What follows belongs to an exercise in optimizing a design on an open flow for small area, a short achievable clock period and few clock cycles per item; a production flow would make more cautious choices.
At most, simulation tests tie the RTL to the original design; equivalence was not proved.
The RTL of runs 1 and 2 was laid out without a check of its function.
No activity file was given, so power comes from the tool's default toggle rates.

[flow/design.v]
module ams_frame_encoder (
    input  wire        clk,
    input  wire        rst,
    input  wire        in_valid,
    output wire        in_ready,
    input  wire        in_clear,
    input  wire        in_stream,      
    input  wire [15:0] in_year,
    input  wire [7:0]  in_month,
    input  wire [7:0]  in_day,
    input  wire [7:0]  in_wday,
    input  wire [7:0]  in_hour,
    input  wire [7:0]  in_minute,
    input  wire [7:0]  in_second,
    input  wire [31:0] in_p,
    input  wire [31:0] in_po,
    input  wire [31:0] in_q,
    input  wire [31:0] in_qo,
    input  wire [31:0] in_i1,
    input  wire [31:0] in_i2,
    input  wire [31:0] in_i3,
    input  wire [15:0] in_u1,
    input  wire [15:0] in_u2,
    input  wire [15:0] in_u3,
    input  wire [31:0] in_tpi,
    input  wire [31:0] in_tpo,
    input  wire [31:0] in_tqi,
    input  wire [31:0] in_tqo,
    output wire        out_valid,
    input  wire        out_ready,
    output wire [7:0]  out_data,
    output wire        out_last
);
    reg        v0, v1;
    reg [15:0] l0_y;
    reg [7:0]  l0_mo, l0_d, l0_w, l0_h, l0_mi;
    reg [7:0]  l0_sr;
    reg [15:0] l1_y;
    reg [7:0]  l1_mo, l1_d, l1_w, l1_h;
    reg  [4:0] l0_q;
    reg  [7:0] l0_s;
    reg  [8:0] l0_s9;
    always @(posedge clk) begin
        l0_q  <= l0_sr / 8'd10;
        l0_s  <= {3'd0, l0_q} * 8'd10;
        l0_s9 <= {4'd0, l0_q} * 9'd10 + 9'd9;
    end
    wire e0_y  = in_year == l0_y;
    wire e1_y  = in_year == l1_y;
    wire e0_md = {in_month, in_day} == {l0_mo, l0_d};
    wire e1_md = {in_month, in_day} == {l1_mo, l1_d};
    wire e0_wh = {in_wday, in_hour} == {l0_w, l0_h};
    wire e1_wh = {in_wday, in_hour} == {l1_w, l1_h};
    wire e0_ms = v0 && (in_minute == l0_mi) && (in_second >= l0_s) && ({1'b0, in_second} <= l0_s9);
    wire [3:0] n_pt = in_stream ? {e1_y, e1_md, e1_wh, v1}
                                : {e0_y, e0_md, e0_wh, e0_ms};
    reg       in_rdy;
    reg       act;             
    reg       c_str, c_clr;
    reg [3:0] c_pt;
    reg       p_v;             
    reg       p_str, p_clr;
    reg [3:0] p_pt;
    wire c_dup = &c_pt;
    wire c_sgl = c_clr | c_dup;        
    wire c_sup = !c_clr & c_dup;       
    wire p_sgl = p_clr | (&p_pt);
    assign in_ready = in_rdy;
    wire accept = in_valid && in_rdy;
    wire push = act && (!out_v || out_ready);
    reg  [8:0] pos;
    wire [4:0] blk  = pos[8:4];
    wire [3:0] off  = pos[3:0];
    wire       pre  = (pos < 9'd96);
    wire       tr   = c_str ? (blk == 5'd22) : (blk == 5'd16);
    wire       mid  = c_str && (blk == 5'd16 || blk == 5'd17);
    wire       ent  = !pre && !tr && !mid;
    wire       u16  = (blk == 5'd13) || (blk == 5'd14) || (blk == 5'd15);
    wire       rd   = ent && off[3] && (off[2:0] != 3'd0);      
    wire       jump = (pre && pos[6:0] == 7'd92)
                   || (ent && (u16 ? off == 4'd10 : off == 4'd12))
                   || (mid && (pos[4:0] == 5'd9 || pos[4:0] == 5'd27));
    wire       p_dt = pre && (pos[6:2] == 5'd5 || pos[6:2] == 5'd6) &&
                      !(c_str && pos[6:1] == 6'd13);             
    wire       m_dt = mid && (pos[4:2] == 3'd4 || pos[4:1] == 4'd10);   
    wire       dt_w1 = mid ? pos[2] : ~pos[2];      
    wire       is_dt = p_dt || m_dt;
    wire [7:0] pre_c, mid_c;
    assign pre_c =
          ({8{pos[6:0] == 7'd1 &&  c_str}} & 8'h01) |
          ({8{pos[6:0] == 7'd2 && !c_str}} & 8'hD9) |
          ({8{pos[6:0] == 7'd2 &&  c_str}} & 8'h23) |
          ({8{pos[6:0] == 7'd3}} & 8'h7E) |
          ({8{pos[6:0] == 7'd4 && !c_str}} & 8'hA0) |
          ({8{pos[6:0] == 7'd4 &&  c_str}} & 8'hA1) |
          ({8{pos[6:0] == 7'd5 && !c_str}} & 8'hD7) |
          ({8{pos[6:0] == 7'd5 &&  c_str}} & 8'h21) |
          ({8{pos[6:0] == 7'd6}} & 8'h2B) |
          ({8{pos[6:0] == 7'd7}} & 8'h21) |
          ({8{pos[6:0] == 7'd8}} & 8'h13) |
          ({8{pos[6:0] == 7'd9 && !c_str}} & 8'h86) |
          ({8{pos[6:0] == 7'd9 &&  c_str}} & 8'h73) |
          ({8{pos[6:0] == 7'd10 && !c_str}} & 8'hB8) |
          ({8{pos[6:0] == 7'd10 &&  c_str}} & 8'h8F) |
          ({8{pos[6:0] == 7'd11}} & 8'hE6) |
          ({8{pos[6:0] == 7'd12}} & 8'hE7) |
          ({8{pos[6:0] == 7'd14}} & 8'h0F) |
          ({8{pos[6:0] == 7'd19}} & 8'h0C) |
          ({8{pos[6:0] == 7'd27 &&  c_str}} & 8'h37) |
          ({8{pos[6:0] == 7'd28}} & 8'hFF) |
          ({8{pos[6:0] == 7'd29}} & 8'h80) |
          ({8{pos[6:0] == 7'd32}} & 8'h02) |
          ({8{pos[6:0] == 7'd33 && !c_str}} & 8'h19) |
          ({8{pos[6:0] == 7'd33 &&  c_str}} & 8'h23) |
          ({8{pos[6:0] == 7'd34}} & 8'h0A) |
          ({8{pos[6:0] == 7'd35}} & 8'h0A) |
          ({8{pos[6:0] == 7'd36}} & 8'h54) |
          ({8{pos[6:0] == 7'd37}} & 8'h45) |
          ({8{pos[6:0] == 7'd38}} & 8'h53) |
          ({8{pos[6:0] == 7'd39}} & 8'h54) |
          ({8{pos[6:0] == 7'd40}} & 8'h5F) |
          ({8{pos[6:0] == 7'd41}} & 8'h56) |
          ({8{pos[6:0] == 7'd42}} & 8'h30) |
          ({8{pos[6:0] == 7'd43}} & 8'h30) |
          ({8{pos[6:0] == 7'd44}} & 8'h30) |
          ({8{pos[6:0] == 7'd45}} & 8'h31) |
          ({8{pos[6:0] == 7'd46}} & 8'h09) |
          ({8{pos[6:0] == 7'd47}} & 8'h06) |
          ({8{pos[6:0] == 7'd48}} & 8'h01) |
          ({8{pos[6:0] == 7'd49}} & 8'h01) |
          ({8{pos[6:0] == 7'd52}} & 8'h05) |
          ({8{pos[6:0] == 7'd53}} & 8'hFF) |
          ({8{pos[6:0] == 7'd54}} & 8'h0A) |
          ({8{pos[6:0] == 7'd55}} & 8'h10) |
          ({8{pos[6:0] == 7'd56}} & 8'h31) |
          ({8{pos[6:0] == 7'd57}} & 8'h32) |
          ({8{pos[6:0] == 7'd58}} & 8'h33) |
          ({8{pos[6:0] == 7'd59}} & 8'h34) |
          ({8{pos[6:0] == 7'd60}} & 8'h35) |
          ({8{pos[6:0] == 7'd61}} & 8'h36) |
          ({8{pos[6:0] == 7'd62}} & 8'h37) |
          ({8{pos[6:0] == 7'd63}} & 8'h38) |
          ({8{pos[6:0] == 7'd64}} & 8'h39) |
          ({8{pos[6:0] == 7'd65}} & 8'h30) |
          ({8{pos[6:0] == 7'd66}} & 8'h31) |
          ({8{pos[6:0] == 7'd67}} & 8'h32) |
          ({8{pos[6:0] == 7'd68}} & 8'h33) |
          ({8{pos[6:0] == 7'd69}} & 8'h34) |
          ({8{pos[6:0] == 7'd70}} & 8'h35) |
          ({8{pos[6:0] == 7'd71}} & 8'h36) |
          ({8{pos[6:0] == 7'd72}} & 8'h09) |
          ({8{pos[6:0] == 7'd73}} & 8'h06) |
          ({8{pos[6:0] == 7'd74}} & 8'h01) |
          ({8{pos[6:0] == 7'd75}} & 8'h01) |
          ({8{pos[6:0] == 7'd76}} & 8'h60) |
          ({8{pos[6:0] == 7'd77}} & 8'h01) |
          ({8{pos[6:0] == 7'd78}} & 8'h01) |
          ({8{pos[6:0] == 7'd79}} & 8'hFF) |
          ({8{pos[6:0] == 7'd80}} & 8'h0A) |
          ({8{pos[6:0] == 7'd81}} & 8'h0B) |
          ({8{pos[6:0] == 7'd82}} & 8'h54) |
          ({8{pos[6:0] == 7'd83}} & 8'h45) |
          ({8{pos[6:0] == 7'd84}} & 8'h53) |
          ({8{pos[6:0] == 7'd85}} & 8'h54) |
          ({8{pos[6:0] == 7'd86}} & 8'h4D) |
          ({8{pos[6:0] == 7'd87}} & 8'h45) |
          ({8{pos[6:0] == 7'd88}} & 8'h54) |
          ({8{pos[6:0] == 7'd89}} & 8'h45) |
          ({8{pos[6:0] == 7'd90}} & 8'h52) |
          ({8{pos[6:0] == 7'd91}} & 8'h30) |
          ({8{pos[6:0] == 7'd92}} & 8'h31) |
          8'h00;
    assign mid_c =
          ({8{pos[4:0] == 5'd0}} & 8'h09) |
          ({8{pos[4:0] == 5'd1}} & 8'h06) |
          ({8{pos[4:0] == 5'd3}} & 8'h01) |
          ({8{pos[4:0] == 5'd4}} & 8'h01) |
          ({8{pos[4:0] == 5'd7}} & 8'hFF) |
          ({8{pos[4:0] == 5'd8}} & 8'h09) |
          ({8{pos[4:0] == 5'd9}} & 8'h0C) |
          ({8{pos[4:0] == 5'd23}} & 8'h37) |
          ({8{pos[4:0] == 5'd24}} & 8'hFF) |
          ({8{pos[4:0] == 5'd25}} & 8'h80) |
          8'h00;
    wire [7:0] xc = ({8{blk == 5'd6  || blk == 5'd18}} & 8'h01)
                  | ({8{blk == 5'd7  || blk == 5'd19}} & 8'h02)
                  | ({8{blk == 5'd8  || blk == 5'd20}} & 8'h03)
                  | ({8{blk == 5'd9  || blk == 5'd21}} & 8'h04)
                  | ({8{blk == 5'd10}} & 8'h1F)
                  | ({8{blk == 5'd11}} & 8'h33)
                  | ({8{blk == 5'd12}} & 8'h47)
                  | ({8{blk == 5'd13}} & 8'h20)
                  | ({8{blk == 5'd14}} & 8'h34)
                  | ({8{blk == 5'd15}} & 8'h48);
    reg [399:0] ch;
    reg [31:0]  rw;
    integer     wi;
    always @* begin
        rw = 32'd0;
        for (wi = 0; wi < 7; wi = wi + 1)
            rw = rw | ({32{blk == 6 + wi}} & ch[399 - 32*wi -: 32]);
        rw = rw | ({32{blk == 5'd13}} & {ch[175:160], 16'd0});
        rw = rw | ({32{blk == 5'd14}} & {ch[159:144], 16'd0});
        rw = rw | ({32{blk == 5'd15}} & {ch[143:128], 16'd0});
        for (wi = 0; wi < 4; wi = wi + 1)
            rw = rw | ({32{blk == 18 + wi}} & ch[127 - 32*wi -: 32]);
        rw = rw | ({32{is_dt & ~dt_w1 & ~c_str}} & {l0_y, l0_mo, l0_d});
        rw = rw | ({32{is_dt &  dt_w1 & ~c_str}} & {l0_w, l0_h, l0_mi, l0_s});
        rw = rw | ({32{is_dt & ~dt_w1 &  c_str}} & {l1_y, l1_mo, l1_d});
        rw = rw | ({32{is_dt &  dt_w1 &  c_str}} & {l1_w, l1_h, 16'd0});
    end
    wire [1:0] bsel = is_dt ? off[1:0] : off[1:0] - 2'd1;
    wire [7:0] head = (bsel == 2'd0) ? rw[31:24] :
                      (bsel == 2'd1) ? rw[23:16] :
                      (bsel == 2'd2) ? rw[15:8]  : rw[7:0];
    wire [7:0] ent_b = ({8{off == 4'd0}} & 8'h09)
                     | ({8{off == 4'd1}} & 8'h06)
                     | ({8{off == 4'd2 || off == 4'd3}} & 8'h01)
                     | ({8{off == 4'd4}} & xc)
                     | ({8{off == 4'd5}} & (pos[8] ? 8'h08 : 8'h07))
                     | ({8{off == 4'd7}} & 8'hFF)
                     | ({8{off == 4'd8}} & (u16 ? 8'h12 : 8'h06))
                     | ({8{off[3] && off[2:0] != 3'd0}} & head);
    reg [15:0] crc;
    reg        crc_pend;
    wire [15:0] crc_upd;
    wire [15:0] crc_f = crc_pend ? crc_upd : crc;
    wire [7:0] byte_o = ({8{pre}} & pre_c)
                      | ({8{mid}} & mid_c)
                      | ({8{ent}} & ent_b)
                      | ({8{is_dt}} & head)
                      | ({8{tr & ~off[1] & ~off[0]}} & ~crc_f[7:0])
                      | ({8{tr & ~off[1] &  off[0]}} & ~crc[15:8])
                      | ({8{tr & off[1]}} & 8'h7E)
                      | {7'd0, (pos == 9'd0) & c_sup};
    wire cur_last = c_sgl || (tr && off[1]);
    wire a_done   = push && cur_last;
    wire start_c  = accept && (!act || a_done);    
    function [15:0] crc16_byte;
        input [15:0] c_in;
        input [7:0]  d;
        integer k;
        reg [15:0] c;
        begin
            c = c_in ^ {8'h00, d};
            for (k = 0; k < 8; k = k + 1) begin
                if (c[0]) c = (c >> 1) ^ 16'h8408;
                else      c = c >> 1;
            end
            crc16_byte = c;
        end
    endfunction
    reg       out_v, out_l;
    reg [7:0] out_d;
    assign out_valid = out_v;
    assign out_data  = out_d;
    assign out_last  = out_l;
    assign crc_upd = crc16_byte(crc, out_d);
    always @(posedge clk) begin
        if (rst)
            out_v <= 1'b0;
        else if (!out_v || out_ready)
            out_v <= act;
        if (push) begin
            out_d <= byte_o;
            out_l <= cur_last;
        end
    end
    always @(posedge clk) begin
        if (rst) begin
            act    <= 1'b0;
            p_v    <= 1'b0;
            in_rdy <= 1'b1;
            v0     <= 1'b0;
            v1     <= 1'b0;
        end else begin
            if (start_c) begin
                act   <= 1'b1;
                c_str <= in_stream;
                c_clr <= in_clear;
                c_pt  <= n_pt;
            end else if (a_done) begin
                act   <= p_v;
                c_str <= p_str;
                c_clr <= p_clr;
                c_pt  <= p_pt;
            end
            if (accept && !start_c) begin
                p_v   <= 1'b1;
                p_str <= in_stream;
                p_clr <= in_clear;
                p_pt  <= n_pt;
            end else if (a_done) begin
                p_v <= 1'b0;
            end
            in_rdy <= !accept && (a_done ? (!p_v || p_sgl)
                                         : (!p_v && (!act || c_sgl || tr)));
            if (accept) begin
                if (in_clear) begin
                    v0 <= 1'b0;
                    v1 <= 1'b0;
                end else if (in_stream)
                    v1 <= 1'b1;
                else
                    v0 <= 1'b1;
            end
        end
    end
    always @(posedge clk) begin
        if (!act || a_done)
            pos <= 9'd0;
        else if (push)
            pos <= jump ? {blk + 5'd1, 4'd0} : pos + 9'd1;
    end
    always @(posedge clk) begin
        if (accept && !in_clear) begin
            if (in_stream) begin
                l1_y <= in_year; l1_mo <= in_month; l1_d <= in_day;
                l1_w <= in_wday; l1_h <= in_hour;
            end else begin
                l0_y <= in_year; l0_mo <= in_month; l0_d <= in_day;
                l0_w <= in_wday; l0_h <= in_hour; l0_mi <= in_minute;
                l0_sr <= in_second;
            end
        end
    end
    always @(posedge clk) begin
        if (in_rdy)
            ch <= {in_p, in_po, in_q, in_qo, in_i1, in_i2, in_i3,
                   in_u1, in_u2, in_u3, in_tpi, in_tpo, in_tqi, in_tqo};
        crc_pend <= push && (pos[8:2] != 7'd0) && !tr;
        if (!act || a_done)
            crc <= 16'hFFFF;
        else if (crc_pend)
            crc <= crc_upd;
    end
endmodule
[flow/flow/run.sh]
#!/bin/bash
set -euo pipefail
export BUFFER_PORTS_ARGS="-buffer_cell sky130_fd_sc_hd__buf_1"
bash standard.sh finish > standard_flow.log 2>&1
[flow/standard.sh]
#!/bin/bash
# synth_recipe.tcl (not shown) runs the flow's synth.tcl, then flattens the netlist and writes it again
# the make line also repeats each setting of config.mk as NAME=value (left out here)
make -C /OpenROAD-flow-scripts/flow DESIGN_CONFIG=/design/flow/config.mk WORK_HOME=/design/flow/orfs CLKGATE_MAP_FILE= SYNTH_SCRIPT=/design/flow/synth_recipe.tcl "${@:-finish}"
[flow/config.mk]
export PLATFORM = sky130hd
export DESIGN_NAME = ams_frame_encoder
export DESIGN_NICKNAME = ams_frame_encoder
export VERILOG_FILES = /design/flow/design.v
export SDC_FILE = /design/flow/constraint.sdc
export NUM_CORES = 4
export LEC_CHECK = 0
export CAP_MARGIN = 20
export CORE_MARGIN = 2
export CORE_UTILIZATION = 40
export SETUP_SLACK_MARGIN = 5
export SLEW_MARGIN = 20
[flow/constraint.sdc]
create_clock -name core_clock -period 10.0 [get_ports {clk}]
set_input_delay 2.0000 -clock core_clock [delete_from_list [all_inputs] [get_ports {clk}]]
set_output_delay 2.0000 -clock core_clock [all_outputs]
set_load 0.01 [all_outputs]
==> impl_results.rst, run 1 <==
.. list-table::
   :header-rows: 1

   * - Metric
     - Value
   * - Wire length of the first global-routing pass
     - 137000 um
   * - Most repeated library cell on the critical path
     - buf_4
   * - Post-Syn Area
     - roughly 26000 sq um
   * - CTS H-tree lvls
     - 3
   * - Library cell occupying the most area in the post-synthesis netlist
     - edfxtp_1
   * - Crit path time final
     - ~4.6 ns
   * - Height of the chip
     - ~260 um
   * - Cells resized by post-CTS repair
     - 0
   * - Hold Crit Class
     - reg -> reg
   * - Total area of multi-input combinational cells
     - 8250 sq um
   * - Detail Placement HPWL
     - between 70000 and 80000 um
   * - Area contributors post-synth
     - edfxtp_1 62%, dfxtp_1 3.9%, mux2i_1 3.8%, a22oi_1 2.5%, a22o_1 1.7%
   * - Clock Skew
     - 0.0313 ns
   * - Number of cell instances on the worst register-to-register path
     - 9
   * - Average vias per placed instance
     - a little under 6
   * - Clock Sink Count
     - 582
   * - Starting density of the core
     - 0.403
   * - Setup repair after global routing missed its margin
     - false
   * - Leak Pwr
     - 10.3 nW
   * - Net count reported at finish
     - roughly 2900
   * - Power density relative to cell area
     - ~180 nW/um^2
   * - DR WL/cell
     - between 20 and 30 um
   * - Fill cell instance count of the final layout
     - just under 6000
   * - Initial DRC Count
     - between 2000 and 2500
   * - Clock-pin transition on the worst setup and hold timing paths
     - 0.06 ns
   * - Number of core rows
     - a little over 90
   * - Commonest non-fill, non-tap cells in the layout
     - 532 x edfxtp_1, 479 x buf_1, 105 x nand2_1
   * - Worst setup endpoint
     - out_d[4]
   * - Final GP Congestion
     - about 0.95
   * - Warnings from Yosys
     - 1
   * - Slew margin rel.
     - 0.238
   * - Ys flop type
     - edfxtp_1
   * - Growth of design area from synthesis to finish
     - 18.4%
   * - Die Span X
     - between 200 and 300 um
   * - Synthesized instance count
     - 1900
   * - Unique cell type count in the Yosys netlist
     - between 80 and 90
   * - Largest fanout of any net on the critical path
     - 35
   * - Worst Tran Pin Value
     - 1.14 ns
   * - Reported max-cap violation count
     - 0
   * - Mean Syn Cell Area
     - approximately 14 sq um
   * - Final hold violation count
     - 0
   * - Register-to-register path setup slack
     - around 5.4 ns
   * - Achievable clock frequency
     - roughly 220 MHz
   * - Fraction of synthesis flops using an asynchronous set or reset pin
     - 0
   * - Family of cells with the greatest summed delay on the critical path
     - compound AO/OA/AOI/OAI gates
   * - Outcome
     - finished clean
   * - Pin count of the biggest net entering global routing
     - 197
   * - Vias in the first global route
     - 19500
   * - Start of the worst register-to-register path
     - pos[2]
   * - Area used by sequential logic in the layout
     - approximately 17000 sq um
   * - Number of max-slew violations in the final report
     - 0
   * - CTS tree
     - yes
   * - Sequential fraction of the synthesis area
     - 0.657
   * - # Post-CTS Setup Buffers
     - 0
   * - Met1 Track Usage GR
     - 0.351
   * - Critical Path Max Stage Delay
     - ~0.8 ns
   * - TNS Setup
     - 0 ns
   * - Global-route layer with the greatest usage
     - met2
   * - Total wire length
     - ~96000 um
   * - Data required time at the worst endpoint
     - roughly 10 ns
   * - Data arrival time of the worst path
     - 4.91 ns
   * - Number of detailed-routing iterations run before antenna repair
     - 7
   * - Count of port buffers added during placement
     - 480
   * - Flops & latches, synth
     - around 580
   * - Cts bufs inserted
     - between 60 and 70
   * - Critical Path Source
     - pos[2]
   * - Clock root buffer
     - clkbuf_16
   * - Final Power
     - ~0.0056 W
   * - Global routing usage on met3
     - 0.0738
   * - Startpoint type of the worst setup path
     - register
   * - Worst-path cell chain
     - buf_4 > nor2b_1 > o21ai_1 > o22ai_2 > buf_4 > mux2i_1 > a41oi_1 > a21oi_1 > o221ai_1
   * - Area share of the largest cell type after synthesis
     - 0.618
   * - Final Util
     - 0.477
   * - GR Util All Layers
     - 0.285
   * - IO Pins
     - between 400 and 500
   * - Worst VDD drop
     - 0.000141 V
   * - Ratio of final minimum period to clock period
     - 0.458
   * - Number of hold-repair buffers added at the cts stage
     - 0
   * - Endpoint type of the worst setup path
     - register
   * - Via count
     - just under 20000
   * - Critical path's slowest cell
     - mux2i_1
   * - Setup-violating endpoint count in the final report
     - 0
   * - Mapped Nets
     - approximately 2400
   * - Worst setup path category
     - reg -> reg
   * - GR Layer Usage met2
     - 0.473
   * - Area of the die
     - approximately 67000 sq um
   * - Number of nets with antenna violations after detailed routing
     - 0
   * - Final routed DRC violation total
     - 0
   * - CP bufs+invs
     - 2
   * - Number of synthesized flops with an enable pin
     - between 500 and 600
   * - Core ar.
     - around 64000 sq um
   * - Clk buf depth
     - 3
   * - Clock insertion delay at the later pin of the skew report
     - between 0.6 and 0.7 ns
   * - Commonest non-fill, non-tap cell in the layout
     - edfxtp_1
   * - Critical R2R Capture
     - out_d[4]
   * - Fraction of layout cells with a size suffix above 1
     - 0.0731
   * - Grt total ovfl
     - 0
   * - Cell depth of the worst setup path
     - 9
   * - Antenna violations before repair
     - 20
synth_stat cells (10+ instances only):
master	count
nand2b_1	10
o22ai_1	18
nand3_1	35
a222oi_1	22
dfxtp_1	50
o2111ai_1	12
buf_2	33
a21oi_1	84
a2111oi_0	11
xnor2_1	48
mux2_2	14
nor2b_1	20
nor2_1	76
ha_1	30
a211oi_1	17
o211ai_1	16
inv_1	44
xor2_1	42
and3_1	15
a22oi_1	85
nand4_1	27
clkbuf_1	73
buf_1	14
a221oi_1	30
edfxtp_1	532
a31oi_1	12
a22o_1	50
nand2_1	105
nor3_1	35
o21ai_0	76
mux2i_1	98
state kept, by name (all words and copies together), names as in the netlist, 9 cells and up:
signal,flops
l1_y,16
crc,16
pos,9
l0_y,16
ch,400
where the power goes:
part	internal, W	switching [W]	leakage (nW)
combinational	0.000116	0.000214	3.66
sequential	0.00287	0.0000799	5.70
clock	0.00129	0.000995	0.978
per-layer routing:
metal | wire, um | vias to the layer above
met5 | 127 | -
met4 | 4470 | 20
met3 | 8800 | 214
met2 | 46800 | 1057
met1 | 36200 | 9676
li1 | - | 8499
kinds of logic after synthesis:
logic type,after synthesis,share of synthesized area
DFF,582,0.657
AOI/OAI and AO/OA,522,0.146
and+or+nand+nor,391,0.0792
buffers and inverters,170,0.0273
muxes,112,0.0440
xor gates and xnor gates,91,0.0311
adders and majority gates,32,0.0157
worst min path at each step:
stage / from / to / slack (ns) / depth (start not counted)
2_1_floorplan: l0_q[0] / l0_s[1] / 0.34 / 0
3_3_place_gp: l0_q[0] / l0_s[1] / 0.39 / 0
3_5_place_dp: l0_q[1] / l0_s[2] / 0.37 / 0
4_1_cts: l0_q[1] / l0_s[2] / 0.38 / 0
5_1_grt: l0_q[1] / l0_s[2] / 0.39 / 0
6_report: l0_q[1] / l0_s[2] / 0.38 / 0
layout make-up:
class,instances,share of cell area
inverter,45,0.00552
clock buffer,78,0.0564
timing repair buffer,520,0.0698
multi-input combinational,1148,0.269
sequential,582,0.555
tap,855,0.0349
antenna,9,0.000736
clock inverter,36,0.00842
per-stage QoR:
step	instances	hold WS [ns]	area, sq um	setup WS (ns)
4_1_cts	3263	0.382	30600	5.58
2_1_floorplan	1900	0.337	25900	4.15
6_report	3273	0.381	30600	5.42
3_3_place_gp	3149	0.385	28600	5.16
3_5_place_dp	3149	0.368	28600	5.14
5_1_grt	3273	0.386	30600	5.35
==> run 2, diff against run 1 <==
==> flow/flow/run.sh (replaced) <==
#!/bin/bash
set -euo pipefail
export BUFFER_PORTS_ARGS="-buffer_cell sky130_fd_sc_hd__buf_1"
export SETUP_SLACK_MARGIN=7
bash standard.sh finish > standard_flow.log 2>&1
--- a/flow/config.mk
+++ b/flow/config.mk
@@ -10,3 +10,2 @@
 export CORE_UTILIZATION = 40
-export SETUP_SLACK_MARGIN = 5
 export SLEW_MARGIN = 20
==> impl_results.rst, run 2 <==
.. list-table::
   :header-rows: 1

   * - Metric
     - Value
   * - Part of the power in registers
     - 0.513 (-0.017)
   * - Worst-path cell chain
     - buf_2
   * - Launch point of the worst hold path
     - l0_q[0]
   * - Startpoint type of the worst setup path
     - register
   * - Synthesized instance count
     - 1900 (unchanged)
   * - Placed Instances
     - 3151 (+0.064%)
   * - Number of hold-repair buffers added at the cts stage
     - 0 (unchanged)
   * - Final Util
     - 0.527 (+0.0501)
   * - Clock insertion delay at the later pin of the skew report
     - 0.63 ns (about the same)
   * - Post-synthesis share of cell area spent on full adders, half adders and majority gates
     - 0.0157 (unchanged)
   * - Initial DRC Count
     - 2516 (+15%)
   * - Wire length of the first global-routing pass
     - 143000 um (+4.3%)
   * - Final GP Congestion
     - 0.943 (-0.94%)
   * - Register-to-register path setup slack
     - 6.89 ns (+1.47 ns)
   * - Multiplexer area fraction after synthesis
     - 0.0440 (unchanged)
   * - Mapped Nets
     - 2401 (unchanged)
   * - Library cell occupying the most area in the post-synthesis netlist
     - edfxtp_1
   * - Final hold violation count
     - 0 (unchanged)
   * - Area used by sequential logic in the layout
     - 17000 sq um (+0.12%)
   * - Hold Crit Class
     - reg -> reg
   * - Reported max-cap violation count
     - 0 (unchanged)
   * - Switching part of the total power
     - 0.238 (+0.00655)
   * - Vias in the first global route
     - 19900 (+1.7%)
   * - Number of cell instances on the worst register-to-register path
     - 11 (+2)
   * - Grt total ovfl
     - 0 (unchanged)
   * - Internal power
     - 0.00437 W (+2.3%)
   * - Xor/xnor cell area share of the yosys netlist
     - 0.0311 (unchanged)
   * - Register ranked first by flip-flop count
     - ch
   * - Data arrival time of the worst path
     - 1.40 ns (-3.51 ns)
   * - Pin count of the biggest net entering global routing
     - 185 (-6.1%)
   * - Cts bufs inserted
     - 66 (unchanged)
   * - Endpoint type of the worst setup path
     - primary output
   * - Setup-violating endpoint count in the final report
     - 0 (unchanged)
   * - Post-Syn Area
     - 25900 sq um (unchanged)
   * - Number of detailed-routing iterations run before antenna repair
     - 5 (-2)
   * - Total wire length
     - 104000 um (+8.3%)
   * - Mean Syn Cell Area
     - 13.6 sq um (unchanged)
   * - Outcome
     - finished clean
   * - Sequential fraction of the synthesis area
     - 0.657 (unchanged)
   * - Ratio of final minimum period to clock period
     - 0.340 (-0.118)
   * - Achievable clock frequency
     - 294 MHz (+35%)
   * - TNS Setup
     - 0 ns (unchanged)
   * - Area contributors post-synth
     - edfxtp_1 62%, dfxtp_1 3.9%, mux2i_1 3.8%, a22oi_1 2.5%, a22o_1 1.7%
   * - Unique cell type count in the Yosys netlist
     - 89 (unchanged)
   * - Final routed DRC violation total
     - 0 (unchanged)
   * - Clock Skew
     - 0.0367 ns (+0.00547 ns)
   * - Number of synthesized flops with an enable pin
     - 532 (unchanged)
   * - Die Span X
     - 258 um (unchanged)
   * - Fraction of synthesis flops using an asynchronous set or reset pin
     - 0 (unchanged)
   * - Warnings from Yosys
     - 1 (unchanged)
   * - Crit path time final
     - 3.40 ns (-1.18 ns)
   * - Core ar.
     - 64200 sq um (unchanged)
   * - IO Pins
     - 481 (unchanged)
   * - Worst Hold Path EP
     - l0_s[1]
   * - Clock root buffer
     - clkbuf_16
   * - Worst setup path category
     - reg -> out
   * - Number of core rows
     - 93 (unchanged)
   * - Leak Pwr
     - 11.6 nW (+12%)
   * - Critical Path Max Stage Delay
     - 0.55 ns (-0.27 ns)
   * - GR Util All Layers
     - 0.301 (+0.0156)
   * - Start of the worst register-to-register path
     - pos[4]
   * - CP bufs+invs
     - 1 (-1)
   * - Total area of multi-input combinational cells
     - 9480 sq um (+15%)
   * - Average vias per placed instance
     - 5.94 (-0.14%)
   * - CTS tree
     - yes
   * - Area share of and/or/nand/nor cells after synthesis
     - 0.0792 (unchanged)
   * - Number of flip-flops in the largest register
     - 400 (unchanged)
   * - Area share of the largest cell type after synthesis
     - 0.618 (unchanged)
   * - Number of nets with antenna violations after detailed routing
     - 0 (unchanged)
   * - CTS H-tree lvls
     - 3 (unchanged)
   * - Family of cells with the greatest summed delay on the critical path
     - flip-flops
   * - Slew margin rel.
     - 0.189 (-0.0491)
   * - Comb pwr share
     - 0.071 (+0.012)
   * - Critical path's slowest cell
     - edfxtp_1
   * - Detail Placement HPWL
     - 71800 um (+2.0%)
   * - Share of total power in the clock network
     - 0.417 (+0.007)
   * - Count of port buffers added during placement
     - 480 (unchanged)
   * - DR WL/cell
     - 30.5 um (+3.7%)
   * - Net count reported at finish
     - 2995 (+4.6%)
   * - Clock-pin transition on the worst setup and hold timing paths
     - 0.07 ns (about the same)
   * - Height of the chip
     - 258 um (unchanged)
   * - Setup repair after global routing missed its margin
     - true
   * - Worst Tran Pin Value
     - 1.22 ns (+0.0737 ns)
   * - Most frequent cells after synthesis
     - 532 x edfxtp_1, 105 x nand2_1, 98 x mux2i_1, 85 x a22oi_1, 84 x a21oi_1
   * - Total net switching power
     - 0.00137 W (+6.1%)
   * - Growth of design area from synthesis to finish
     - 30.8%
   * - Worst VDD drop
     - 0.000159 V (+13%)
   * - Hold Path Depth
     - 0 (unchanged)
   * - Largest fanout of any net on the critical path
     - 2 (-94%)
   * - Via count
     - 20300 (+4.3%)
   * - Commonest non-fill, non-tap cell in the layout
     - edfxtp_1
   * - Flops & latches, synth
     - 582 (unchanged)
   * - Data required time at the worst endpoint
     - 8.00 ns (-2.33 ns)
   * - Number of max-slew violations in the final report
     - 0 (unchanged)
   * - Commonest non-fill, non-tap cells in the layout
     - 532 x edfxtp_1, 467 x buf_1, 103 x buf_4
   * - Area of the die
     - 66700 sq um (unchanged)
   * - Largest family of logic cells by synthesized area
     - compound AO/OA/AOI/OAI gates
   * - Starting density of the core
     - 0.403 (unchanged)
   * - Critical R2R Capture
     - out_d[4]
   * - Antenna violations before repair
     - 24 (+20%)
   * - Clock Sink Count
     - 582 (unchanged)
   * - Clk buf depth
     - 3 (unchanged)
   * - Ys flop type
     - edfxtp_1
   * - Fraction of layout cells with a size suffix above 1
     - 0.197 (+0.124)
   * - Fill cell instance count of the final layout
     - 5571 (-4.1%)
   * - Post-route non-filler standard cell count
     - 3420 (+4.5%)
   * - Power density relative to cell area
     - 170 nW/um^2 (-6.6%)
   * - Leading cell type by number of instances after synthesis
     - edfxtp_1
   * - Post-synthesis compound-gate area fraction
     - 0.146 (unchanged)
-- run 2: worst max-delay path by stage --
stage               startpoint          end  slack [ns]  cells past startpoint
floorplan               in_rdy      l0_d[0]        4.15                      2
global placement        pos[4]     out_d[4]        5.34                     10
detailed placement      pos[4]     out_d[4]        5.41                     10
CTS                   out_d[6]  out_data[6]        6.61                      1
global route          out_d[2]  out_data[2]        6.60                      1
finish                out_d[2]  out_data[2]        6.60                      1
-- run 2: power groups by stage --
stage	clock network (W)	logic, W	registers, W
floorplan	0	0.000146	0.00301
global placement	0	0.000338	0.00299
detailed placement	0	0.000345	0.00299
CTS	0.00242	0.000383	0.00294
global route	0.00252	0.000435	0.00296
finish	0.00239	0.000406	0.00294
-- run 2: logic make-up after synthesis --
group,after synthesis
DFF,582
buffers and inverters,170
and+or+nand+nor,391
AOI/OAI and AO/OA,522
muxes,112
adders and majority gates,32
xor gates and xnor gates,91
-- run 2: repair_timing --
action,4_1_cts,5_1_grt
setup buffers,64,46
cloned,12,8
endpoints found under the setup margin,331,276
pin swaps,45,59
resized for setup,216,127
-- run 2: routing by layer --
| layer | global-route usage | vias to the layer above | share of wire |
|---|---|---|---|
| li1 | - | 8792 | - |
| met1 | 0.390 | 10100 | 0.39 |
| met2 | 0.482 | 1168 | 0.48 |
| met3 | 0.0776 | 197 | 0.095 |
| met4 | 0.121 | 16 | 0.037 |
| met5 | 0.00712 | - | 0.0017 |
-- run 2: metrics by stage --
stage / hold slack, ns / setup WS [ns] / total power (W) / area, sq um
detailed placement: 0.355 / 5.41 / 0.00333 / 28700
floorplan: 0.337 / 4.15 / 0.00316 / 26100
global placement: 0.356 / 5.34 / 0.00332 / 28700
CTS: 0.369 / 6.61 / 0.00574 / 32700
global route: 0.377 / 6.60 / 0.00591 / 33800
finish: 0.368 / 6.60 / 0.00574 / 33800
-- run 2: layout make-up --
type / instances / area share
inverter: 45 / 0.00573
timing repair buffer: 648 / 0.115
sequential: 582 / 0.503
clock buffer: 81 / 0.0517
tap: 855 / 0.0316
clock inverter: 40 / 0.0119
multi-input combinational: 1151 / 0.280
antenna: 18 / 0.00133
==> run 3, diff against run 2 <==
--- a/flow/design.v
+++ b/flow/design.v
@@ -57,2 +57,3 @@
     reg       in_rdy;
+    reg       ld_rdy;          
     reg       act;             
@@ -257,3 +258,4 @@
     assign out_last  = out_l;
-    assign crc_upd = crc16_byte(crc, out_d);
+    reg [7:0] crc_d;           
+    assign crc_upd = crc16_byte(crc, crc_d);
     always @(posedge clk) begin
@@ -266,2 +268,3 @@
             out_l <= cur_last;
+            crc_d <= byte_o;
         end
@@ -273,2 +276,3 @@
             in_rdy <= 1'b1;
+            ld_rdy <= 1'b1;
             v0     <= 1'b0;
@@ -297,2 +301,3 @@
                                          : (!p_v && (!act || c_sgl || tr)));
+            ld_rdy <= !accept && (!p_v || p_sgl) && (a_done || !act || c_sgl || tr);
             if (accept) begin
@@ -327,3 +332,3 @@
     always @(posedge clk) begin
-        if (in_rdy)
+        if (ld_rdy)
             ch <= {in_p, in_po, in_q, in_qo, in_i1, in_i2, in_i3,
==> impl_results.rst, run 3 <==
.. list-table::
   :header-rows: 1

   * - Metric
     - Value
   * - Number of detailed-routing iterations run before antenna repair
     - 6 (+1)
   * - Core ar.
     - 63100 sq um (-1.8%)
   * - Leak Pwr
     - 11.2 nW (-3.3%)
   * - Unique cell type count in the Yosys netlist
     - 94 (+5.6%)
   * - Final Util
     - 0.518 (-0.00886)
   * - Area share of the largest cell type after synthesis
     - 0.625 (+0.00747)
   * - TNS Setup
     - 0 ns (unchanged)
   * - Share of total power in the clock network
     - 0.400 (-0.017)
   * - Total wire length
     - 102000 um (-2.6%)
   * - Ys flop type
     - edfxtp_1
   * - Switching part of the total power
     - 0.236 (-0.00266)
   * - Fill cell instance count of the final layout
     - 5586 (+0.27%)
   * - Antenna violations before repair
     - 22 (-8.3%)
   * - Sequential fraction of the synthesis area
     - 0.665 (+0.00872)
   * - Crit path time final
     - 3.32 ns (-0.0804 ns)
   * - Critical Path Max Stage Delay
     - 0.51 ns (-0.04 ns)
   * - Post-Syn Area
     - 25500 sq um (-1.2%)
   * - Comb pwr share
     - 0.069 (-0.002)
   * - Flops & latches, synth
     - 583 (+0.17%)
   * - Number of max-slew violations in the final report
     - 0 (unchanged)
   * - Leading cell type by number of instances after synthesis
     - edfxtp_1
   * - Critical path's slowest cell
     - edfxtp_1
   * - Clock insertion delay at the later pin of the skew report
     - 0.66 ns (+0.03 ns)
   * - Most frequent cells after synthesis
     - 532 x edfxtp_1, 139 x nand2_1, 89 x a22oi_1, 81 x a21oi_1, 76 x o21ai_0
   * - Clock-pin transition on the worst setup and hold timing paths
     - 0.06 ns (about the same)
   * - CTS H-tree lvls
     - 2 (-1)
   * - Pin count of the biggest net entering global routing
     - 174 (-5.9%)
   * - Final routed DRC violation total
     - 0 (unchanged)
   * - Count of port buffers added during placement
     - 480 (unchanged)
   * - CTS tree
     - yes
   * - Register ranked first by flip-flop count
     - ch
   * - Area of the die
     - 65900 sq um (-1.2%)
   * - Average vias per placed instance
     - 5.97 (+0.59%)
   * - Mapped Nets
     - 2360 (-1.7%)
   * - Worst Tran Pin Value
     - 1.03 ns (-0.187 ns)
   * - Die Span X
     - 257 um (-0.59%)
   * - Clock Sink Count
     - 583 (+0.17%)
   * - Slew margin rel.
     - 0.311 (+0.122)
   * - Growth of design area from synthesis to finish
     - 27.9%
   * - Via count
     - 20000 (-1.6%)
   * - PnR worst setup slack
     - 6.68 ns (+0.0804 ns)
   * - Warnings from Yosys
     - 1 (unchanged)
   * - Initial DRC Count
     - 2473 (-1.7%)
   * - Final GP Congestion
     - 0.951 (+0.89%)
   * - Mean Syn Cell Area
     - 13.8 sq um (+1.0%)
   * - Fraction of layout cells with a size suffix above 1
     - 0.179 (-0.0180)
   * - Worst VDD drop
     - 0.000158 V (-1.1%)
   * - Net count reported at finish
     - 2941 (-1.8%)
   * - Outcome
     - finished clean
   * - Worst-case setup slack after placement
     - 5.36 ns (-0.0532 ns)
   * - Detail Placement HPWL
     - 69300 um (-3.5%)
   * - Grt total ovfl
     - 0 (unchanged)
   * - Number of nets with antenna violations after detailed routing
     - 0 (unchanged)
   * - Cts bufs inserted
     - 61 (-7.6%)
   * - Endpoint type of the worst setup path
     - primary output
   * - GR Util All Layers
     - 0.297 (-0.00345)
   * - Data arrival time of the worst path
     - 1.32 ns (-0.08 ns)
   * - Height of the chip
     - 257 um (-0.59%)
   * - Number of hold-repair buffers added at the cts stage
     - 0 (unchanged)
   * - Achievable clock frequency
     - 301 MHz (+2.4%)
   * - Ratio of final minimum period to clock period
     - 0.332 (-0.00804)
   * - Fraction of synthesis flops using an asynchronous set or reset pin
     - 0 (unchanged)
   * - Internal power
     - 0.00427 W (-2.3%)
   * - DR WL/cell
     - 30.4 um (-0.51%)
   * - Startpoint type of the worst setup path
     - register
   * - Final hold violation count
     - 0 (unchanged)
   * - Commonest non-fill, non-tap cells in the layout
     - 532 x edfxtp_1, 468 x buf_1, 135 x nand2_1
   * - Setup-violating endpoint count in the final report
     - 0 (unchanged)
   * - Clk buf depth
     - 3 (unchanged)
   * - Number of core rows
     - 92 (-1.1%)
   * - Vias in the first global route
     - 19400 (-2.2%)
   * - Part of the power in registers
     - 0.531 (+0.018)
   * - Family of cells with the greatest summed delay on the critical path
     - flip-flops
   * - Worst setup path category
     - reg -> out
   * - Setup repair after global routing missed its margin
     - true
   * - Worst-path cell chain
     - buf_1
   * - Total net switching power
     - 0.00132 W (-3.7%)
   * - Data required time at the worst endpoint
     - 8.00 ns (about the same)
   * - Largest fanout of any net on the critical path
     - 2 (unchanged)
   * - Starting density of the core
     - 0.405 (+0.00245)
   * - Reported max-cap violation count
     - 0 (unchanged)
   * - Clock Skew
     - 0.0303 ns (-0.00647 ns)
   * - Area contributors post-synth
     - edfxtp_1 63%, dfxtp_1 4.0%, a22oi_1 2.6%, mux2i_1 2.4%, nand2_1 2.0%
   * - IO Pins
     - 481 (unchanged)
   * - Synthesized instance count
     - 1858 (-2.2%)
   * - Wire length of the first global-routing pass
     - 141000 um (-1.4%)
   * - Number of flip-flops in the largest register
     - 400 (unchanged)
   * - Library cell occupying the most area in the post-synthesis netlist
     - edfxtp_1
   * - Number of synthesized flops with an enable pin
     - 532 (unchanged)
   * - Commonest non-fill, non-tap cell in the layout
     - edfxtp_1
   * - Power density relative to cell area
     - 171 nW/um^2 (+0.86%)
   * - Clock root buffer
     - clkbuf_16
   * - Hold Crit Class
     - reg -> reg
   * - CP bufs+invs
     - 1 (unchanged)
## run 3: changes by cell type after synthesis, moves of 9 or more
cell      delta
a221oi_1    +17
inv_1        -9
nor3_1      -16
nand4_1     +26
nand2_1     +34
clkbuf_1    -20
mux2i_1     -37
nor2_1       -9
a22o_1      -12
## run 3: final cells by class
type | count | area, sq um | share of cell area
clock buffer | 75 | 1610 | 0.0493
timing repair buffer | 631 | 3610 | 0.110
tap | 846 | 1060 | 0.0324
inverter | 38 | 161 | 0.00494
multi-input combinational | 1124 | 8830 | 0.270
clock inverter | 39 | 349 | 0.0107
antenna | 11 | 27.5 | 0.000843
sequential | 583 | 17000 | 0.521
## run 3: path summary, 6_finish.rpt
path	slack [ns]	start	cells past startpoint	endpoint
max	6.68	out_d[6]	1	out_data[6]
min reg2reg	0.36	l0_q[1]	0	l0_s[2]
min	0.36	l0_q[1]	0	l0_s[2]
max reg2reg	6.76	pos[4]	11	out_d[4]
## run 3: kinds of logic after synthesis
group | after synthesis | share of synthesized area
adder cells (fa/ha/maj) | 32 | 0.0160
AO/OA/AOI/OAI | 515 | 0.147
AND/OR/NAND/NOR | 406 | 0.0818
XOR/XNOR | 91 | 0.0315
flip-flops | 583 | 0.665
buffers and inverters | 155 | 0.0279
multiplexers | 76 | 0.0305
## run 3: routing by layer
metal,vias to the layer above,track usage,share of wire
met5,-,0,0.0014
met2,1240,0.481,0.48
met1,9919,0.391,0.38
met3,219,0.0664,0.10
li1,8598,-,-
met4,20,0.109,0.040
## run 3: power by group through the flow
stage                     registers, W  logic [W]  clock network [W]
after floorplan                0.00302   0.000152                  0
after global placement         0.00301   0.000335                  0
after detailed placement       0.00302   0.000342                  0
after CTS                      0.00297   0.000369            0.00226
after global routing           0.00298   0.000415            0.00236
final                          0.00297   0.000385            0.00224
## run 3: timing repair
item	in CTS	in global routing
gates cloned	14	3
gates resized for setup	179	77
setup endpoints to repair	265	138
pin swaps	67	74
buffers inserted	65	37
## run 3: stage by stage
step / power (W) / instance area (sq um) / hold slack, ns / std cells
finish: 0.00559 / 32700 / 0.363 / 3347
global route: 0.00575 / 32700 / 0.374 / 3344
CTS: 0.00559 / 31900 / 0.365 / 3296
detailed placement: 0.00336 / 28300 / 0.360 / 3103
global placement: 0.00335 / 28300 / 0.347 / 3103
floorplan: 0.00317 / 25800 / 0.337 / 1858
Testbench counts of run 3, summed over its fixed seeds: cycles 73,138, items 512.
==> run 4, diff against run 3 <==
==> flow/flow/run.sh (replaced) <==
#!/bin/bash
set -euo pipefail
export BUFFER_PORTS_ARGS="-buffer_cell sky130_fd_sc_hd__buf_1"
export SETUP_SLACK_MARGIN=6.6
bash standard.sh finish > standard_flow.log 2>&1
==> impl_results.rst, run 4 <==
.. list-table::
   :header-rows: 1

   * - Metric
     - Value
   * - Library cell occupying the most area in the post-synthesis netlist
     - edfxtp_1
   * - Setup-violating endpoint count in the final report
     - 0 (unchanged)
   * - PnR worst setup slack
     - 6.63 ns (-0.0561 ns)
   * - Data required time at the worst endpoint
     - 10.37 ns (+2.37 ns)
   * - Vias in the first global route
     - 19100 (-1.5%)
   * - Final routed DRC violation total
     - 0 (unchanged)
   * - Area of the die
     - 65900 sq um (unchanged)
   * - Critical Path Max Stage Delay
     - 0.42 ns (-0.09 ns)
   * - Number of detailed-routing iterations run before antenna repair
     - 8 (+2)
   * - Hold Crit Class
     - reg -> reg
   * - Fraction of layout cells with a size suffix above 1
     - 0.113 (-0.0656)
   * - Startpoint type of the worst setup path
     - register
   * - Power density relative to cell area
     - 183 nW/um^2 (+6.8%)
   * - CTS H-tree lvls
     - 3 (+1)
   * - Commonest non-fill, non-tap cells in the layout
     - 532 x edfxtp_1, 479 x buf_1, 137 x nand2_1
   * - Clock insertion delay at the later pin of the skew report
     - 0.63 ns (-0.03 ns)
   * - Data arrival time of the worst path
     - 3.75 ns (+2.43 ns)
   * - Ratio of final minimum period to clock period
     - 0.337 (+0.00561)
   * - Clock Skew
     - 0.0524 ns (+0.0222 ns)
   * - Cts bufs inserted
     - 67 (+9.8%)
   * - Ys flop type
     - edfxtp_1
   * - Worst-case setup slack after placement
     - 5.22 ns (-0.142 ns)
   * - Mean Syn Cell Area
     - 13.8 sq um (unchanged)
   * - Number of synthesized flops with an enable pin
     - 532 (unchanged)
   * - Growth of design area from synthesis to finish
     - 21.9%
   * - Final GP Congestion
     - 0.965 (+1.4%)
   * - Detail Placement HPWL
     - 69300 um (about the same)
   * - Placed Instances
     - 3103 (unchanged)
   * - Net count reported at finish
     - 2857 (-2.9%)
   * - Worst setup path category
     - reg -> reg
   * - Die Span X
     - 257 um (unchanged)
   * - Final Power
     - 0.00569 W (+1.9%)
   * - Leading cell type by number of instances after synthesis
     - edfxtp_1
   * - Number of cell instances on the worst register-to-register path
     - 12 (+1)
   * - Final hold violation count
     - 0 (unchanged)
   * - Count of port buffers added during placement
     - 480 (unchanged)
   * - Via count
     - 19200 (-3.8%)
   * - Leak Pwr
     - 10.5 nW (-6.2%)
   * - Sequential fraction of the synthesis area
     - 0.665 (unchanged)
   * - DR WL/cell
     - 29.6 um (-2.5%)
   * - Number of max-slew violations in the final report
     - 0 (unchanged)
   * - Post-synthesis compound-gate area fraction
     - 0.147 (unchanged)
   * - Unique cell type count in the Yosys netlist
     - 94 (unchanged)
   * - Number of core rows
     - 92 (unchanged)
   * - Post-route non-filler standard cell count
     - 3260 (-2.6%)
   * - Setup repair after global routing missed its margin
     - true
   * - Endpoint type of the worst setup path
     - register
   * - Starting density of the core
     - 0.405 (unchanged)
   * - Clock-pin transition on the worst setup and hold timing paths
     - 0.06 ns (about the same)
   * - Number of flip-flops in the largest register
     - 400 (unchanged)
   * - Worst VDD drop
     - 0.000154 V (-2.4%)
   * - Average vias per placed instance
     - 5.90 (-1.2%)
   * - Core ar.
     - 63100 sq um (unchanged)
   * - Clock Sink Count
     - 583 (unchanged)
   * - Post-Syn Area
     - 25500 sq um (unchanged)
   * - Xor/xnor cell area share of the yosys netlist
     - 0.0315 (unchanged)
   * - Area share of and/or/nand/nor cells after synthesis
     - 0.0818 (unchanged)
   * - Crit path time final
     - 3.37 ns (+0.0561 ns)
   * - Clock root buffer
     - clkbuf_16
   * - Worst Tran Pin Value
     - 1.00 ns (-0.0279 ns)
   * - Wire length of the first global-routing pass
     - 135000 um (-4.0%)
   * - Antenna violations before repair
     - 23 (+4.5%)
   * - CTS tree
     - yes
   * - Number of nets with antenna violations after detailed routing
     - 0 (unchanged)
   * - GR Util All Layers
     - 0.285 (-0.0122)
   * - Reported max-cap violation count
     - 0 (unchanged)
   * - Critical path's slowest cell
     - dfxtp_4
   * - Mapped Nets
     - 2360 (unchanged)
   * - Commonest non-fill, non-tap cell in the layout
     - edfxtp_1
   * - Flops & latches, synth
     - 583 (unchanged)
   * - Most frequent cells after synthesis
     - 532 x edfxtp_1, 139 x nand2_1, 89 x a22oi_1, 81 x a21oi_1, 76 x o21ai_0
   * - Register-to-register path setup slack
     - 6.63 ns (-0.13 ns)
   * - Worst-path cell chain
     - clkinvlp_4 > ha_4 > buf_6 > or2_2 > nand3_2 > o21ai_4 > buf_12 > xnor2_4 > mux2_2 > nand2_1 > o211ai_1 > a41o_1
   * - Multiplexer area fraction after synthesis
     - 0.0305 (unchanged)
   * - Clk buf depth
     - 3 (unchanged)
   * - Worst hold margin
     - 0.362 ns (-0.000905 ns)
   * - TNS Setup
     - 0 ns (unchanged)
   * - Post-synthesis share of cell area spent on full adders, half adders and majority gates
     - 0.0160 (unchanged)
   * - Synthesized instance count
     - 1858 (unchanged)
   * - Hold Path Depth
     - 0 (unchanged)
   * - Achievable clock frequency
     - 296 MHz (-1.7%)
   * - Largest fanout of any net on the critical path
     - 17 (+15)
   * - Height of the chip
     - 257 um (unchanged)
   * - Largest family of logic cells by synthesized area
     - compound AO/OA/AOI/OAI gates
   * - Initial DRC Count
     - 2281 (-7.8%)
   * - Area contributors post-synth
     - edfxtp_1 63%, dfxtp_1 4.0%, a22oi_1 2.6%, mux2i_1 2.4%, nand2_1 2.0%
   * - Outcome
     - finished clean
   * - Total wire length
     - 96500 um (-5.0%)
   * - Fraction of synthesis flops using an asynchronous set or reset pin
     - 0 (unchanged)
   * - Slew margin rel.
     - 0.332 (+0.0212)
   * - IO Pins
     - 481 (unchanged)
   * - Pin count of the biggest net entering global routing
     - 174 (unchanged)
   * - Grt total ovfl
     - 0 (unchanged)
   * - Warnings from Yosys
     - 1 (unchanged)
   * - Register ranked first by flip-flop count
     - ch
   * - Area share of the largest cell type after synthesis
     - 0.625 (unchanged)
run 4: cell counts after synthesis:
Identical to the previous run, type by type.
run 4: layer usage:
metal,share of wire,vias up,routed length (um),global-route usage
met5,0.0015,-,149,0
met4,0.039,22,3740,0.117
met3,0.092,169,8870,0.0608
met2,0.48,1048,46000,0.459
met1,0.39,9582,37700,0.375
li1,-,8425,-,-
run 4: final timing paths:
check | endpoint | from
hold / removal | l0_s[2] | l0_q[1]
setup reg to reg | out_d[2] | pos[5]
setup / recovery | out_d[2] | pos[5]
hold reg to reg | l0_s[2] | l0_q[1]
run 4: cell families (layout without fill, tap and decap cells):
group                      Yosys count  in the layout
xor gates and xnor gates            91             91
muxes                               76             76
adders and majority gates           32             32
AOI/OAI and AO/OA                  515            515
DFF                                583            583
buffers and inverters              155            699
other                                0             10
and+or+nand+nor                    406            408
run 4: area by class of cell:
class / count / area (sq um)
Antenna cell: 10 / 25.0
Clock buffer: 88 / 1800
Clock inverter: 30 / 339
Fill cell: 5699 / 31900
Inverter: 38 / 158
Multi-Input combinational cell: 1122 / 8290
Sequential cell: 583 / 17000
Tap cell: 846 / 1060
Timing Repair Buffer: 543 / 2470
run 4: repair_timing:
| item | CTS | global route |
|---|---|---|
| endpoints found under the hold margin | 0 | 0 |
| hold buffers | 0 | 0 |
| resized for setup | 62 | 35 |
| setup buffers | 15 | 9 |
| pin swaps | 7 | 6 |
| setup endpoints to repair | 153 | 24 |
| gates cloned | 3 | 2 |
run 4: worst max-delay path, delay by kind of cell, from the launching register on:
kind / cells / cell delay (ns)
xor gates and xnor gates: 1 / 0.37
AOI/OAI and AO/OA: 3 / 0.57
DFF: 1 / 0.42
adders and majority gates: 1 / 0.26
and+or+nand+nor: 3 / 0.59
muxes: 1 / 0.38
buffers and inverters: 3 / 0.50
run 4: through the flow:
stage | area, sq um | utilization
6_report | 31200 | 0.494
5_1_grt | 31100 | 0.494
4_1_cts | 30900 | 0.489
3_5_place_dp | 28300 | 0.448
3_3_place_gp | 28300 | 0.448
2_1_floorplan | 25700 | -
run 4: power by group:
part	switching, W	total [W]	internal (W)	leakage (nW)
registers	0.0000813	0.00296	0.00288	5.73
logic	0.000231	0.000358	0.000128	3.78
clock network	0.00102	0.00238	0.00136	1.02
==> run 5, diff against run 4 <==
--- a/flow/config.mk
+++ b/flow/config.mk
@@ -10,2 +10,4 @@
 export CORE_UTILIZATION = 40
+export CTS_CLUSTER_DIAMETER = 80
+export CTS_CLUSTER_SIZE = 20
 export SLEW_MARGIN = 20
==> impl_results.rst, run 5 <==
.. list-table::
   :header-rows: 1

   * - Metric
     - Value
   * - Leak Pwr
     - 10.1 nW (-3.8%)
   * - Mapped Nets
     - 2360 (unchanged)
   * - Setup-violating endpoint count in the final report
     - 0 (unchanged)
   * - Data required time at the worst endpoint
     - 10.46 ns (+0.09 ns)
   * - GR Util All Layers
     - 0.282 (-0.00240)
   * - Fraction of layout cells with a size suffix above 1
     - 0.102 (-0.0114)
   * - Area share of the largest cell type after synthesis
     - 0.625 (unchanged)
   * - Average vias per placed instance
     - 5.94 (+0.61%)
   * - Unique cell type count in the Yosys netlist
     - 94 (unchanged)
   * - Detail Placement HPWL
     - 69300 um (unchanged)
   * - TNS Setup
     - 0 ns (unchanged)
   * - Initial DRC Count
     - 2499 (+9.6%)
   * - Clk buf depth
     - 3 (unchanged)
   * - Final hold violation count
     - 0 (unchanged)
   * - Power density relative to cell area
     - 166 nW/um^2 (-9.4%)
   * - Crit path time final
     - 3.38 ns (+0.00668 ns)
   * - Leading cell type by number of instances after synthesis
     - edfxtp_1
   * - Pin count of the biggest net entering global routing
     - 174 (unchanged)
   * - Final routed DRC violation total
     - 0 (unchanged)
   * - Core ar.
     - 63100 sq um (unchanged)
   * - Worst Tran Pin Value
     - 1.01 ns (+0.00538 ns)
   * - Antenna violations before repair
     - 24 (+4.3%)
   * - Die Span X
     - 257 um (unchanged)
   * - Achievable clock frequency
     - 296 MHz (-0.20%)
   * - Ys flop type
     - edfxtp_1
   * - Commonest non-fill, non-tap cells in the layout
     - 532 x edfxtp_1, 479 x buf_1, 137 x nand2_1
   * - Number of core rows
     - 92 (unchanged)
   * - Area of the die
     - 65900 sq um (unchanged)
   * - Final Power
     - 0.00501 W (-12%)
   * - Fill cell instance count of the final layout
     - 5765 (+1.2%)
   * - Clock Sink Count
     - 583 (unchanged)
   * - Warnings from Yosys
     - 1 (unchanged)
   * - Reported max-cap violation count
     - 0 (unchanged)
   * - CTS H-tree lvls
     - 2 (-1)
   * - Net count reported at finish
     - 2833 (-0.84%)
   * - Clock root buffer
     - clkbuf_16
   * - Sequential fraction of the synthesis area
     - 0.665 (unchanged)
   * - Commonest non-fill, non-tap cell in the layout
     - edfxtp_1
   * - Wire length of the first global-routing pass
     - 134000 um (-0.69%)
   * - Number of flip-flops in the largest register
     - 400 (unchanged)
   * - Height of the chip
     - 257 um (unchanged)
   * - Growth of design area from synthesis to finish
     - 18.5%
   * - Synthesized instance count
     - 1858 (unchanged)
   * - Worst hold margin
     - 0.366 ns (+0.00410 ns)
   * - Endpoint type of the worst setup path
     - register
   * - PnR worst setup slack
     - 6.62 ns (-0.00668 ns)
   * - Grt total ovfl
     - 0 (unchanged)
   * - Post-Syn Area
     - 25500 sq um (unchanged)
   * - Via count
     - 19000 (-1.1%)
   * - Largest fanout of any net on the critical path
     - 26 (+9)
   * - DR WL/cell
     - 29.9 um (+0.87%)
   * - Starting density of the core
     - 0.405 (unchanged)
   * - Count of port buffers added during placement
     - 480 (unchanged)
   * - Slew margin rel.
     - 0.329 (-0.00359)
   * - Number of hold-repair buffers added at the cts stage
     - 0 (unchanged)
   * - Ratio of final minimum period to clock period
     - 0.338 (+0.000668)
   * - Hold Crit Class
     - reg -> reg
   * - Worst VDD drop
     - 0.000131 V (-14%)
   * - Mean Syn Cell Area
     - 13.8 sq um (unchanged)
   * - Number of nets with antenna violations after detailed routing
     - 0 (unchanged)
   * - Vias in the first global route
     - 18900 (-1.4%)
   * - Outcome
     - finished clean
   * - Worst setup path category
     - in -> reg
   * - Number of synthesized flops with an enable pin
     - 532 (unchanged)
   * - Number of detailed-routing iterations run before antenna repair
     - 6 (-2)
   * - Register ranked first by flip-flop count
     - ch
   * - Area contributors post-synth
     - edfxtp_1 63%, dfxtp_1 4.0%, a22oi_1 2.6%, mux2i_1 2.4%, nand2_1 2.0%
   * - Clock-pin transition on the worst setup and hold timing paths
     - 0.08 ns (+0.02 ns)
   * - Fraction of synthesis flops using an asynchronous set or reset pin
     - 0 (unchanged)
   * - IO Pins
     - 481 (unchanged)
   * - Startpoint type of the worst setup path
     - input port
   * - Setup repair after global routing missed its margin
     - true
   * - Flops & latches, synth
     - 583 (unchanged)
   * - Clock Skew
     - 0.0210 ns (-0.0315 ns)
   * - Worst-case setup slack after placement
     - 5.22 ns (unchanged)
   * - Data arrival time of the worst path
     - 3.84 ns (+0.09 ns)
   * - Library cell occupying the most area in the post-synthesis netlist
     - edfxtp_1
   * - Most frequent cells after synthesis
     - 532 x edfxtp_1, 139 x nand2_1, 89 x a22oi_1, 81 x a21oi_1, 76 x o21ai_0
   * - Total wire length
     - 95700 um (-0.86%)
   * - Cts bufs inserted
     - 39 (-42%)
   * - Final GP Congestion
     - 0.965 (unchanged)
   * - Number of max-slew violations in the final report
     - 0 (unchanged)
   * - Clock insertion delay at the later pin of the skew report
     - 0.61 ns (-0.02 ns)
   * - CTS tree
     - yes
-- run 5: cell counts after synthesis --
Identical to the previous run, type by type.
-- run 5: logic make-up after synthesis --
kind of cell             after synthesis  share of synthesized area
XOR/XNOR                              91                     0.0315
buffers and inverters                155                     0.0279
adder cells (fa/ha/maj)               32                     0.0160
flip-flops                           583                      0.665
AND/OR/NAND/NOR                      406                     0.0818
AO/OA/AOI/OAI                        515                      0.147
multiplexers                          76                     0.0305
-- run 5: where the power goes --
group	total [W]	switching [W]	leakage, nW	internal [W]
sequential	0.00295	0.0000809	5.73	0.00287
combinational	0.000361	0.000232	3.79	0.000129
clock	0.00170	0.000861	0.603	0.000837
total	0.00501	0.00117	10.1	0.00384
-- run 5: worst max-delay path, stage by stage --
cell,delay (ns)
buf_4,0.17
buf_16,0.23
mux2i_1,0.24
xnor2_1,0.09
nor4_1,0.37
nand4_1,0.21
nor3_4,0.27
mux2_2,0.21
-- run 5: final cells by class --
cell class,instances,area [sq um],area share
sequential,583,17000,0.562
multi-input combinational,1122,8290,0.274
timing repair buffer,547,2470,0.0818
tap,846,1060,0.0350
clock buffer,43,992,0.0328
clock inverter,15,250,0.00827
inverter,38,158,0.00521
antenna,10,25.0,0.000827
-- run 5: per-layer routing --
metal	global-route usage	routed length, um	vias up
met3	0.0594	8310	170
li1	-	-	8316
met4	0.104	3820	24
met5	0	164	-
met1	0.373	37900	9536
met2	0.459	45600	985
-- run 5: worst paths after layout --
check / from / end / slack, ns / cells past startpoint
setup reg to reg: pos[6] / out_d[2] / 6.66 / 10
setup / recovery: in_stream / c_pt[2] / 6.62 / 8
hold reg to reg: l0_q[1] / l0_s[2] / 0.37 / 0
hold / removal: l0_q[1] / l0_s[2] / 0.37 / 0
-- run 5: per-stage QoR --
stage | utilization | cell area [sq um] | cells
5_1_grt | 0.480 | 30300 | 3202
3_5_place_dp | 0.448 | 28300 | 3103
6_report | 0.480 | 30300 | 3204
3_3_place_gp | 0.448 | 28300 | 3103
4_1_cts | 0.475 | 30000 | 3179
2_1_floorplan | - | 25700 | 1858
-- run 5: timing repair --
item / CTS / global route
setup buffers: 15 / 14
gates cloned: 3 / 1
pin swaps: 7 / 5
endpoints found under the setup margin: 153 / 26
resized for setup: 61 / 36
==> run 6, diff against run 5 <==
==> flow/flow/run.sh (replaced) <==
#!/bin/bash
set -euo pipefail
export BUFFER_PORTS_ARGS="-buffer_cell sky130_fd_sc_hd__buf_1"
export SETUP_SLACK_MARGIN=7
bash standard.sh finish > standard_flow.log 2>&1
==> impl_results.rst, run 6 <==
.. list-table::
   :header-rows: 1

   * - Metric
     - Value
   * - Wire length of the first global-routing pass
     - 140000 um (+4.5%)
   * - Slew margin rel.
     - 0.291 (-0.0377)
   * - IO Pins
     - 481 (unchanged)
   * - Net count reported at finish
     - 2912 (+2.8%)
   * - Initial DRC Count
     - 2742 (+9.7%)
   * - Total net switching power
     - 0.00119 W (+1.2%)
   * - Launch point of the worst hold path
     - l0_q[1]
   * - TNS Setup
     - 0 ns (unchanged)
   * - Sequential fraction of the synthesis area
     - 0.665 (unchanged)
   * - Synthesized instance count
     - 1858 (unchanged)
   * - Number of detailed-routing iterations run before antenna repair
     - 8 (+2)
   * - Total wire length
     - 100000 um (+5.0%)
   * - Clk buf depth
     - 3 (unchanged)
   * - Post-Syn Area
     - 25500 sq um (unchanged)
   * - Mean Syn Cell Area
     - 13.8 sq um (unchanged)
   * - Number of synthesized flops with an enable pin
     - 532 (unchanged)
   * - CTS H-tree lvls
     - 2 (unchanged)
   * - Pin count of the biggest net entering global routing
     - 174 (unchanged)
   * - Final Power
     - 0.00496 W (-1.1%)
   * - Final routed DRC violation total
     - 0 (unchanged)
   * - Comb pwr share
     - 0.078 (+0.006)
   * - Leak Pwr
     - 10.8 nW (+6.8%)
   * - Height of the chip
     - 257 um (unchanged)
   * - Power density relative to cell area
     - 156 nW/um^2 (-6.0%)
   * - Number of core rows
     - 92 (unchanged)
   * - Start of the worst register-to-register path
     - pos[4]
   * - Outcome
     - finished clean
   * - Unique cell type count in the Yosys netlist
     - 94 (unchanged)
   * - Internal power
     - 0.00377 W (-1.8%)
   * - GR Util All Layers
     - 0.296 (+0.0137)
   * - Ys flop type
     - edfxtp_1
   * - Clock root buffer
     - clkbuf_16
   * - Data arrival time of the worst path
     - 1.29 ns (-2.55 ns)
   * - Die Span X
     - 257 um (unchanged)
   * - Family of cells with the greatest summed delay on the critical path
     - flip-flops
   * - Leading cell type by number of instances after synthesis
     - edfxtp_1
   * - Part of the power in registers
     - 0.598 (+0.009)
   * - Fraction of layout cells with a size suffix above 1
     - 0.167 (+0.0654)
   * - DR WL/cell
     - 30.6 um (+2.4%)
   * - Startpoint type of the worst setup path
     - register
   * - Clock Sink Count
     - 583 (unchanged)
   * - Crit path time final
     - 3.29 ns (-0.0907 ns)
   * - Cts bufs inserted
     - 38 (-2.6%)
   * - Clock Skew
     - 0.0217 ns (+0.000676 ns)
   * - Largest fanout of any net on the critical path
     - 2 (-92%)
   * - Growth of design area from synthesis to finish
     - 24.7%
   * - Register ranked first by flip-flop count
     - ch
   * - Ratio of final minimum period to clock period
     - 0.329 (-0.00906)
   * - Grt total ovfl
     - 0 (unchanged)
[run 6: cell types whose count changed in the layout (fill, tap and decap cells not counted), moves of 10 or more]
cell | before | now
a221oi_2 | 8 | 19
a21oi_1 | 79 | 69
buf_4 | 50 | 95
buf_1 | 479 | 467
buf_12 | 5 | 19
mux2i_1 | 59 | 49
a221oi_1 | 43 | 31
[run 6: layer usage]
layer | share of wire | track usage
met5 | 0.0015 | 0
met1 | 0.39 | 0.389
met2 | 0.48 | 0.483
met4 | 0.038 | 0.107
met3 | 0.099 | 0.0648
[run 6: cell families after synthesis]
group	after synthesis	share of synthesized area
buf+inv	155	0.0279
compound gates	515	0.147
xor+xnor	91	0.0315
fa+ha+maj	32	0.0160
flops	583	0.665
mux	76	0.0305
simple gates	406	0.0818
[run 6: metrics by stage]
step | cell area, sq um | hold WS, ns | utilization | worst slack, ns
floorplan | 25800 | 0.337 | - | 5.61
global placement | 28300 | 0.347 | 0.449 | 5.43
detailed placement | 28300 | 0.360 | 0.449 | 5.36
CTS | 31400 | 0.368 | 0.498 | 6.70
global route | 31800 | 0.377 | 0.505 | 6.69
finish | 31800 | 0.367 | 0.505 | 6.71
[run 6: area by class of cell]
cell class,count,area (sq um),share of cell area
inverters,38,164,0.00515
multi-input cells,1125,8870,0.279
well taps,846,1060,0.0332
clock inverters,11,124,0.00389
clock buffers,48,1030,0.0323
repair buffers,624,3550,0.111
diodes,11,27.5,0.000864
flip-flops and latches,583,17000,0.535
[run 6: worst reg2reg max path, cell delays in order, from the launching register on]
cell	delay [ns]
dfxtp_4	0.39
clkinvlp_4	0.16
ha_4	0.22
buf_12	0.14
nor4bb_4	0.20
buf_12	0.17
a222oi_1	0.62
nand4_1	0.48
a221oi_2	0.30
a31oi_1	0.13
a41o_1	0.20
[run 6: timing repair]
action / 4_1_cts / 5_1_grt
setup buffers: 75 / 21
gates resized for setup: 204 / 64
endpoints found under the setup margin: 265 / 188
hold endpoints to repair: 0 / 0
gates cloned: 16 / 1
hold buffers: 0 / 0
pin swaps: 79 / 50
[run 6: final timing paths]
path,slack (ns),cells after the start,endpoint
setup / recovery,6.71,1,out_data[6]
setup reg to reg,6.75,10,out_d[5]
hold reg to reg,0.37,0,l0_s[2]
hold / removal,0.37,0,l0_s[2]
[run 6: power by group through the flow]
stage	registers, W	clock network, W	logic, W
after global routing	0.00298	0.00171	0.000418
after detailed placement	0.00302	0	0.000342
final	0.00296	0.00161	0.000389
after global placement	0.00301	0	0.000335
after CTS	0.00296	0.00163	0.000373
after floorplan	0.00302	0	0.000152

[separate check: timing with driven ports]
The results above use ideal ports. As a check the final layouts listed here were re-extracted and re-timed, cells and wires unchanged.
Step 1: set_driving_cell puts a clkbuf_16 on clk and a buf_2 on each other input, an assumption about the parent block.
Step 2 also shifts input and output timing later by t, the mid clock arrival at the registers, as if the neighbouring blocks saw the same clock.
Slacks: no drivers / after step 1 / after step 2; pairs: no drivers / after step 1.
run	shift t [ns]	setup WS [ns]	pins driven straight from the clock port
run 1	0.667	5.421 / 5.421 / 5.072	1
run 2	0.685	6.601 / 6.534 / 6.161	1
run 3	0.710	6.681 / 6.612 / 6.129	1
run 4	0.670	6.625 / 6.625 / 6.025	1
run 5	0.655	6.619 / 6.649 / 6.003	1
run 6	0.649	6.709 / 6.646 / 6.221	1
After both steps every run listed still meets setup and hold. For run 5, which loses most, drivers alone change the setup slack by +0.030 ns; drivers and shift together by -0.616 ns.
